This is an optimization exercise on Yosys and OpenROAD, whose aim is small area, a short achievable clock period and few clock cycles per item, not a production implementation. Only simulation tests tie the RTL to the original design; equivalence was not proved.

`run.sh`:
```
#!/bin/bash
# synth_recipe.tcl (not shown) runs the flow's synth.tcl, then flattens the netlist and writes it again
# the make line also repeats each setting of config.mk as NAME=value (left out here)
make -C /OpenROAD-flow-scripts/flow DESIGN_CONFIG=/design/flow/config.mk WORK_HOME=/design/flow/orfs CLKGATE_MAP_FILE= SYNTH_SCRIPT=/design/flow/synth_recipe.tcl finish
```
`config.mk`:
```
export PLATFORM = sky130hd
export DESIGN_NAME = cpre_hsv2rgb
export DESIGN_NICKNAME = cpre_hsv2rgb
export VERILOG_FILES = /design/flow/design.v
export SDC_FILE = /design/flow/constraint.sdc
export NUM_CORES = 4
export LEC_CHECK = 0
export ABC_AREA = 1
export CAP_MARGIN = 20
export CORE_MARGIN = 2
export CORE_UTILIZATION = 30
export SLEW_MARGIN = 20
```
`constraint.sdc`:
```
create_clock -name core_clock -period 30.0 [get_ports {clk}]
set_input_delay 6.0000 -clock core_clock [delete_from_list [all_inputs] [get_ports {clk}]]
set_output_delay 6.0000 -clock core_clock [all_outputs]
set_load 0.01 [all_outputs]
```
`design.v`:
```
module cpre_round_pack #(
    parameter W = 50
) (
    input  wire [W-1:0]       sig,
    input  wire signed [11:0] exp_lsb,
    output reg  [31:0]        y
);
    integer            i;
    reg  [6:0]         lead;       
    reg  signed [11:0] lsbexp;     
    reg  signed [11:0] rs;         
    reg  [6:0]         rsh;        
    reg  [W-1:0]       shifted;
    reg  [W-1:0]       lost_mask;
    reg                rbit;
    reg                sticky;
    reg  [24:0]        m;
    always @(*) begin
        lead = 7'd0;
        for (i = 0; i < W; i = i + 1)
            if (sig[i]) lead = i[6:0];
        lsbexp = exp_lsb + $signed({5'd0, lead}) - 12'sd23;
        if (lsbexp < 0) lsbexp = 12'sd0;
        rs = lsbexp - exp_lsb;
        rsh       = 7'd0;
        shifted   = {W{1'b0}};
        lost_mask = {W{1'b0}};
        rbit      = 1'b0;
        sticky    = 1'b0;
        m         = 25'd0;
        if (sig == {W{1'b0}}) begin
            y = 32'h0000_0000;
        end else if (rs <= 0) begin
            rsh = -rs;
            m = sig << rsh;
            y = {lsbexp[7:0], 23'd0} + {7'd0, m};
        end else begin
            rsh = (rs > W) ? (W + 1) : rs[6:0];
            shifted   = sig >> rsh;
            lost_mask = {W{1'b1}} >> (W + 1 - rsh);
            rbit      = (rsh <= W) ? sig[rsh-1] : 1'b0;
            sticky    = |(sig & lost_mask);
            m = shifted[24:0];
            if (rbit && (sticky || m[0]))
                m = m + 25'd1;
            y = {lsbexp[7:0], 23'd0} + {7'd0, m};
        end
    end
endmodule
module cpre_fmul (
    input  wire [31:0] a,
    input  wire [31:0] b,
    output wire [31:0] y
);
    wire [7:0]  ea = (a[30:23] == 8'd0) ? 8'd1 : a[30:23];
    wire [7:0]  eb = (b[30:23] == 8'd0) ? 8'd1 : b[30:23];
    wire [23:0] ma = {(a[30:23] != 8'd0), a[22:0]};
    wire [23:0] mb = {(b[30:23] != 8'd0), b[22:0]};
    wire [47:0] prod = ma * mb;
    wire signed [11:0] exp_lsb = $signed({4'd0, ea}) + $signed({4'd0, eb}) - 12'sd151;
    cpre_round_pack #(.W(48)) u_rp (.sig(prod), .exp_lsb(exp_lsb), .y(y));
endmodule
module cpre_fsub (
    input  wire [31:0] a,
    input  wire [31:0] b,
    output wire [31:0] y
);
    localparam G = 26;    
    wire [7:0]  ea = (a[30:23] == 8'd0) ? 8'd1 : a[30:23];
    wire [7:0]  eb = (b[30:23] == 8'd0) ? 8'd1 : b[30:23];
    wire [23:0] ma = {(a[30:23] != 8'd0), a[22:0]};
    wire [23:0] mb = {(b[30:23] != 8'd0), b[22:0]};
    wire [7:0]  d  = ea - eb;
    reg  [24+G-1:0] bx;
    reg             bsticky;
    always @(*) begin
        bx      = {mb, {G{1'b0}}} >> d;
        bsticky = (d > G) && (|(mb & ~({24{1'b1}} << (d - G))));
        if (d >= 24 + G) bsticky = |mb;
        bx[0]   = bx[0] | bsticky;
    end
    wire [24+G-1:0] diff = {ma, {G{1'b0}}} - bx;
    wire signed [11:0] exp_lsb = $signed({4'd0, ea}) - 12'sd27;
    cpre_round_pack #(.W(24+G)) u_rp (.sig(diff), .exp_lsb(exp_lsb), .y(y));
endmodule
module cpre_ffloor (
    input  wire [31:0] a,
    output reg  [31:0] y
);
    integer fbits;    
    always @(*) begin
        if (a[30:23] < 8'd127) begin
            y = 32'h0000_0000;
        end else if (a[30:23] >= 8'd150) begin
            y = a;
        end else begin
            fbits = 150 - a[30:23];
            y = a & ~((32'd1 << fbits) - 32'd1);
        end
    end
endmodule
module cpre_f2i (
    input  wire [31:0] a,
    output reg  [31:0] y
);
    wire [23:0] m = {1'b1, a[22:0]};
    always @(*) begin
        if (a[31] || a[30:23] < 8'd127)
            y = 32'd0;
        else if (a[30:23] >= 8'd159)
            y = 32'hFFFF_FFFF;
        else if (a[30:23] >= 8'd150)
            y = {8'd0, m} << (a[30:23] - 8'd150);
        else
            y = {8'd0, m} >> (8'd150 - a[30:23]);
    end
endmodule
module cpre_clamp01 (
    input  wire [31:0] a,
    output reg  [31:0] y
);
    wire is_nan = (a[30:23] == 8'hFF) && (a[22:0] != 23'd0);
    always @(*) begin
        if (is_nan || a[31] || a[30:0] == 31'd0)
            y = 32'h0000_0000;
        else if (a[30:0] >= 31'h3F80_0000)
            y = 32'h3F80_0000;
        else
            y = a;
    end
endmodule
module cpre_hsv2rgb (
    input  wire        clk,
    input  wire        rst,
    input  wire        in_valid,
    output wire        in_ready,
    input  wire [31:0] in_h,
    input  wire [31:0] in_s,
    input  wire [31:0] in_v,
    output reg         out_valid,
    input  wire        out_ready,
    output reg  [15:0] out_r,
    output reg  [15:0] out_g,
    output reg  [15:0] out_b
);
    localparam [31:0] F_ONE     = 32'h3F80_0000;   
    localparam [31:0] F_SIX     = 32'h40C0_0000;   
    localparam [31:0] F_CH_MAX  = 32'h477F_FF00;   
    localparam [3:0] ST_H6    = 4'd0,    
                     ST_F     = 4'd1,    
                     ST_OMS   = 4'd2,    
                     ST_P     = 4'd3,    
                     ST_SF    = 4'd4,    
                     ST_OMSF  = 4'd5,    
                     ST_Q     = 4'd6,    
                     ST_OMF   = 4'd7,    
                     ST_SOMF  = 4'd8,    
                     ST_OMSO  = 4'd9,    
                     ST_T     = 4'd10,   
                     ST_R     = 4'd11,   
                     ST_G     = 4'd12,   
                     ST_B     = 4'd13;   
    reg        busy;
    reg [3:0]  step;
    reg [31:0] h, s, v;                  
    reg [31:0] h6, f, p, q, t, tmp;      
    reg [2:0]  sector;
    assign in_ready = !busy && !out_valid;
    wire [31:0] h_c, s_c, v_c;
    cpre_clamp01 u_clamp_h (.a(in_h), .y(h_c));
    cpre_clamp01 u_clamp_s (.a(in_s), .y(s_c));
    cpre_clamp01 u_clamp_v (.a(in_v), .y(v_c));
    reg [31:0] rf, gf, bf;
    always @(*) begin
        case (sector)
            3'd0:    begin rf = v; gf = t; bf = p; end
            3'd1:    begin rf = q; gf = v; bf = p; end
            3'd2:    begin rf = p; gf = v; bf = t; end
            3'd3:    begin rf = p; gf = q; bf = v; end
            3'd4:    begin rf = t; gf = p; bf = v; end
            default: begin rf = v; gf = p; bf = q; end
        endcase
    end
    reg  [31:0] mul_a, mul_b, sub_a, sub_b;
    wire [31:0] mul_y, sub_y;
    wire [31:0] h6_floor, h6_floor_int, chan_int;
    always @(*) begin
        mul_a = v;
        mul_b = tmp;
        sub_a = F_ONE;
        sub_b = tmp;
        case (step)
            ST_H6:   begin mul_a = h;  mul_b = F_SIX;    end
            ST_F:    begin sub_a = h6; sub_b = h6_floor; end
            ST_OMS:  begin sub_b = s;                    end
            ST_SF:   begin mul_a = s;  mul_b = f;        end
            ST_OMF:  begin sub_b = f;                    end
            ST_SOMF: begin mul_a = s;  mul_b = tmp;      end
            ST_R:    begin mul_a = rf; mul_b = F_CH_MAX; end
            ST_G:    begin mul_a = gf; mul_b = F_CH_MAX; end
            ST_B:    begin mul_a = bf; mul_b = F_CH_MAX; end
            default: ;
        endcase
    end
    cpre_fmul   u_mul   (.a(mul_a), .b(mul_b), .y(mul_y));
    cpre_fsub   u_sub   (.a(sub_a), .b(sub_b), .y(sub_y));
    cpre_ffloor u_floor (.a(h6), .y(h6_floor));
    cpre_f2i    u_fli   (.a(h6_floor), .y(h6_floor_int));
    cpre_f2i    u_chan  (.a(mul_y), .y(chan_int));
    wire [15:0] chan = (chan_int > 32'd65535) ? 16'hFFFF : chan_int[15:0];
    always @(posedge clk) begin
        if (rst) begin
            busy      <= 1'b0;
            step      <= ST_H6;
            out_valid <= 1'b0;
        end else begin
            if (out_valid && out_ready)
                out_valid <= 1'b0;
            if (!busy) begin
                if (in_valid && in_ready) begin
                    busy <= 1'b1;
                    step <= ST_H6;
                end
            end else begin
                if (step == ST_B) begin
                    busy      <= 1'b0;
                    out_valid <= 1'b1;
                end
                step <= step + 4'd1;
            end
        end
    end
    always @(posedge clk) begin
        if (!busy) begin
            if (in_valid && in_ready) begin
                h <= h_c;
                s <= s_c;
                v <= v_c;
            end
        end else begin
            case (step)
                ST_H6:   h6  <= mul_y;
                ST_F:    begin f <= sub_y; sector <= h6_floor_int % 6; end
                ST_OMS:  tmp <= sub_y;
                ST_P:    p   <= mul_y;
                ST_SF:   tmp <= mul_y;
                ST_OMSF: tmp <= sub_y;
                ST_Q:    q   <= mul_y;
                ST_OMF:  tmp <= sub_y;
                ST_SOMF: tmp <= mul_y;
                ST_OMSO: tmp <= sub_y;
                ST_T:    t   <= mul_y;
                ST_R:    out_r <= chan;
                ST_G:    out_g <= chan;
                ST_B:    out_b <= chan;
                default: ;
            endcase
        end
    end
endmodule
```
==> run summary <==
final worst-path setup slack=roughly 2100 ps; fmax=35.9 MHz; Routed Antenna Nets=0; layout cells sized above 1=0.0661; Post-synth EDFFs=about 330; GPL Wtd Cong=1.02; RSZ-0062 raised after global routing=no; Worst-Skew Late Latency=roughly 630 ps; placed cell area=about 0.068 mm^2; CP max stage delay=~670 ps; Crit-path slowest cell=edfxtp_1; Tcrit/Tclk final=0.929; GR Overflow Total=0; Critical Path RT=between 30000 and 40000 ps; Synth Instances=approximately 9400; vias per cell=5.50; CTS Buf Count=39; Layout Nets=roughly 10000; die area=0.214 mm^2; Final Skew=43.6 ps; worst hold path class=flip-flop to flip-flop; largest net degree at the start of global routing=between 80 and 90; post-synth top area share=0.158; Worst Path Max Fanout=47; actual slew at the worst max-slew pin=between 1000 and 1500 ps; via count=a little under 70000; DP Cell Count=roughly 12000; Seq cells post-synth=roughly 340; die span in x=about 460 um; hold_ws=between 500 and 600 ps; most common cell after layout, fill and taps aside=nand2_1; Max-Cap Viols=0; Final min period=27880 ps; clk slew on worst S/H paths=approximately 60 ps; global-route wire length before repair=425000 um; starting density of the core=0.301; Top FF cell, synth=edfxtp_1; DRC viols=0; critical path's top delay family=compound AO/OA/AOI/OAI gates; # IOs=150; Post-Layout Cell Count=12300; WL/cell=~24 um; WP buf/inv=31; post-layout util=0.331; antenna violations before repair=8; Critical Path Most Common Cell=nand2_1; CTS tree=yes; Cell Area, Synth=about 0.063 mm^2; critical path endpoint category=flip-flop; number of port buffers=around 150; H-tree depth=2; Crit Path Class=flip-flop to flip-flop; Yosys Warn Count=7; clk buf depth=3; syn_area_per_cell=between 6 and 7 um^2; Netlist cell types=92; fillers=22700; DR pass1 iterations=7; fin. max-slew vios=0; CP startpoint kind=flip-flop; Arrival @ worst endpoint=~28000 ps; Slew headroom=0.173; setup TNS=0 ps; clk sink count=about 340; final hold vios=0; launching point of the worst reg2reg path=h6[23]$_DFFE_PP_; Final setup viols=0; num rows=between 150 and 200; core area=between 0.2 and 0.25 mm^2; post-synth top area cell=edfxtp_1; GR Util All Layers=0.264; Root Buffer=clkbuf_16; pre-CTS WS=2080 ps; fraction of registers with async set or reset after synthesis=0; starting DRC count in detailed routing=8101; Hold Path Origin=step[1]$_SDFFE_PP0P_; layout overhead on the synthesized area=9.98%; sequential area share after synthesis=0.160; post-detail-place hpwl=roughly 240000 um; die height=approximately 460 um; commonest non-fill, non-tap cells in the layout=nand2_1, inv_1, nor2_1; Worst Setup SP=h6[23]$_DFFE_PP_; Design Area, Final=a little under 0.07 mm^2; CTS Hold Bufs=0; drt total wl=around 290000 um; Synth area leaders=edfxtp_1, fa_1, nand2_1; status=complete, no violations; vias in the first global route=between 60000 and 70000
synthesized netlist by cell type (112+ instances only):
cell and number:
fa_1 490, xor2_1 112, o211ai_1 134, nor2_1 877, o21ai_0 853, ha_1 292
inv_1 1533, nand2_1 2246, clkbuf_1 305, edfxtp_1 331, nand3_1 436, a21oi_1 416
o22ai_1 152
what timing repair did:
action,4_1_cts,5_1_grt
setup endpoints to repair,0,50
buffers inserted,0,6
gates resized for setup,0,14
cell type report:
cell class	count	area [um^2]	share of cell area
clock inverters	31	360	0.00520
inverters	1601	6040	0.0871
clock buffers	41	983	0.0142
repair inverters	1	5.00	0.0000722
multi-input cells	7043	44900	0.648
repair buffers	393	3400	0.0491
flip-flops and latches	337	10100	0.145
well taps	2805	3510	0.0507
diodes	5	12.5	0.000181
state kept, by name, summed over array words and instances (netlist names):
register,cells
sector,3
f,31
out_g,16
t,31
v,31
q,31
busy,1
h6,32
out_r,16
out_valid,1
h,31
p,31
out_b,16
tmp,31
s,31
step,4
cells by family (layout without fill, tap and decap cells):
| family | count (synthesis) | after routing | share of synthesized area |
|---|---|---|---|
| AO/OA/AOI/OAI | 2059 | 2059 | 0.195 |
| XOR/XNOR | 164 | 164 | 0.0234 |
| adder cells (fa/ha/maj) | 782 | 782 | 0.214 |
| buffers and inverters | 2025 | 2067 | 0.132 |
| flip-flops | 337 | 337 | 0.160 |
| multiplexers | 68 | 68 | 0.0108 |
| other | 1 | 9 | 0.0000595 |
| AND/OR/NAND/NOR | 3966 | 3966 | 0.266 |
worst min-delay path: cells and delay by family, from the launching register on:
family	cells	cell delay [ps]
AND/OR/NAND/NOR	1	80
AO/OA/AOI/OAI	1	60
flip-flops	1	340
layer usage:
layer  global-route usage  wire length [um]  vias to the layer above
met2                0.426            131000                     3236
met5                    0                35                        -
met4                0.127             17000                        6
li1                     -                 -                    30900
met3               0.0356             22100                      600
met1                0.347            120000                    32600
worst paths after layout:
check	endpoint	slack (ps)	cells after the start
worst max-delay path	tmp[29]$_DFFE_PP_	2120	155
worst min-delay path	step[1]$_SDFFE_PP0P_	530	2
worst max register to register	tmp[29]$_DFFE_PP_	2120	155
worst min register to register	step[1]$_SDFFE_PP0P_	530	2
Testbench counts, summed over its fixed seeds: cycles 256,000, items 16,000.

==> re-timing with driven ports <==
How much do the figures lean on ideal ports? The routed layout below was timed once more, with nothing changed but the port constraints.
Step 1 (the two cells are an assumption about what drives the block):
set clk [get_ports {clk}]
set_driving_cell -lib_cell sky130_fd_sc_hd__clkbuf_16 $clk
set_driving_cell -lib_cell sky130_fd_sc_hd__buf_2 [delete_from_list [all_inputs] $clk]
Step 2 also shifts input and output timing later by t, the mid clock arrival at the registers, as if the neighbouring blocks saw the same clock.
Slacks: ideal ports / drivers / drivers and shift; pairs: ideal ports / drivers.
shift t [ns]: 0.667
setup WS [ns]: 2.124 / 2.124 / 2.124
worst data-port slew with drivers (ns): 0.05
After both steps setup and hold are still met in this run. The setup slack of this run moves by 0.000 ns with the drivers and by 0.000 ns with both steps.
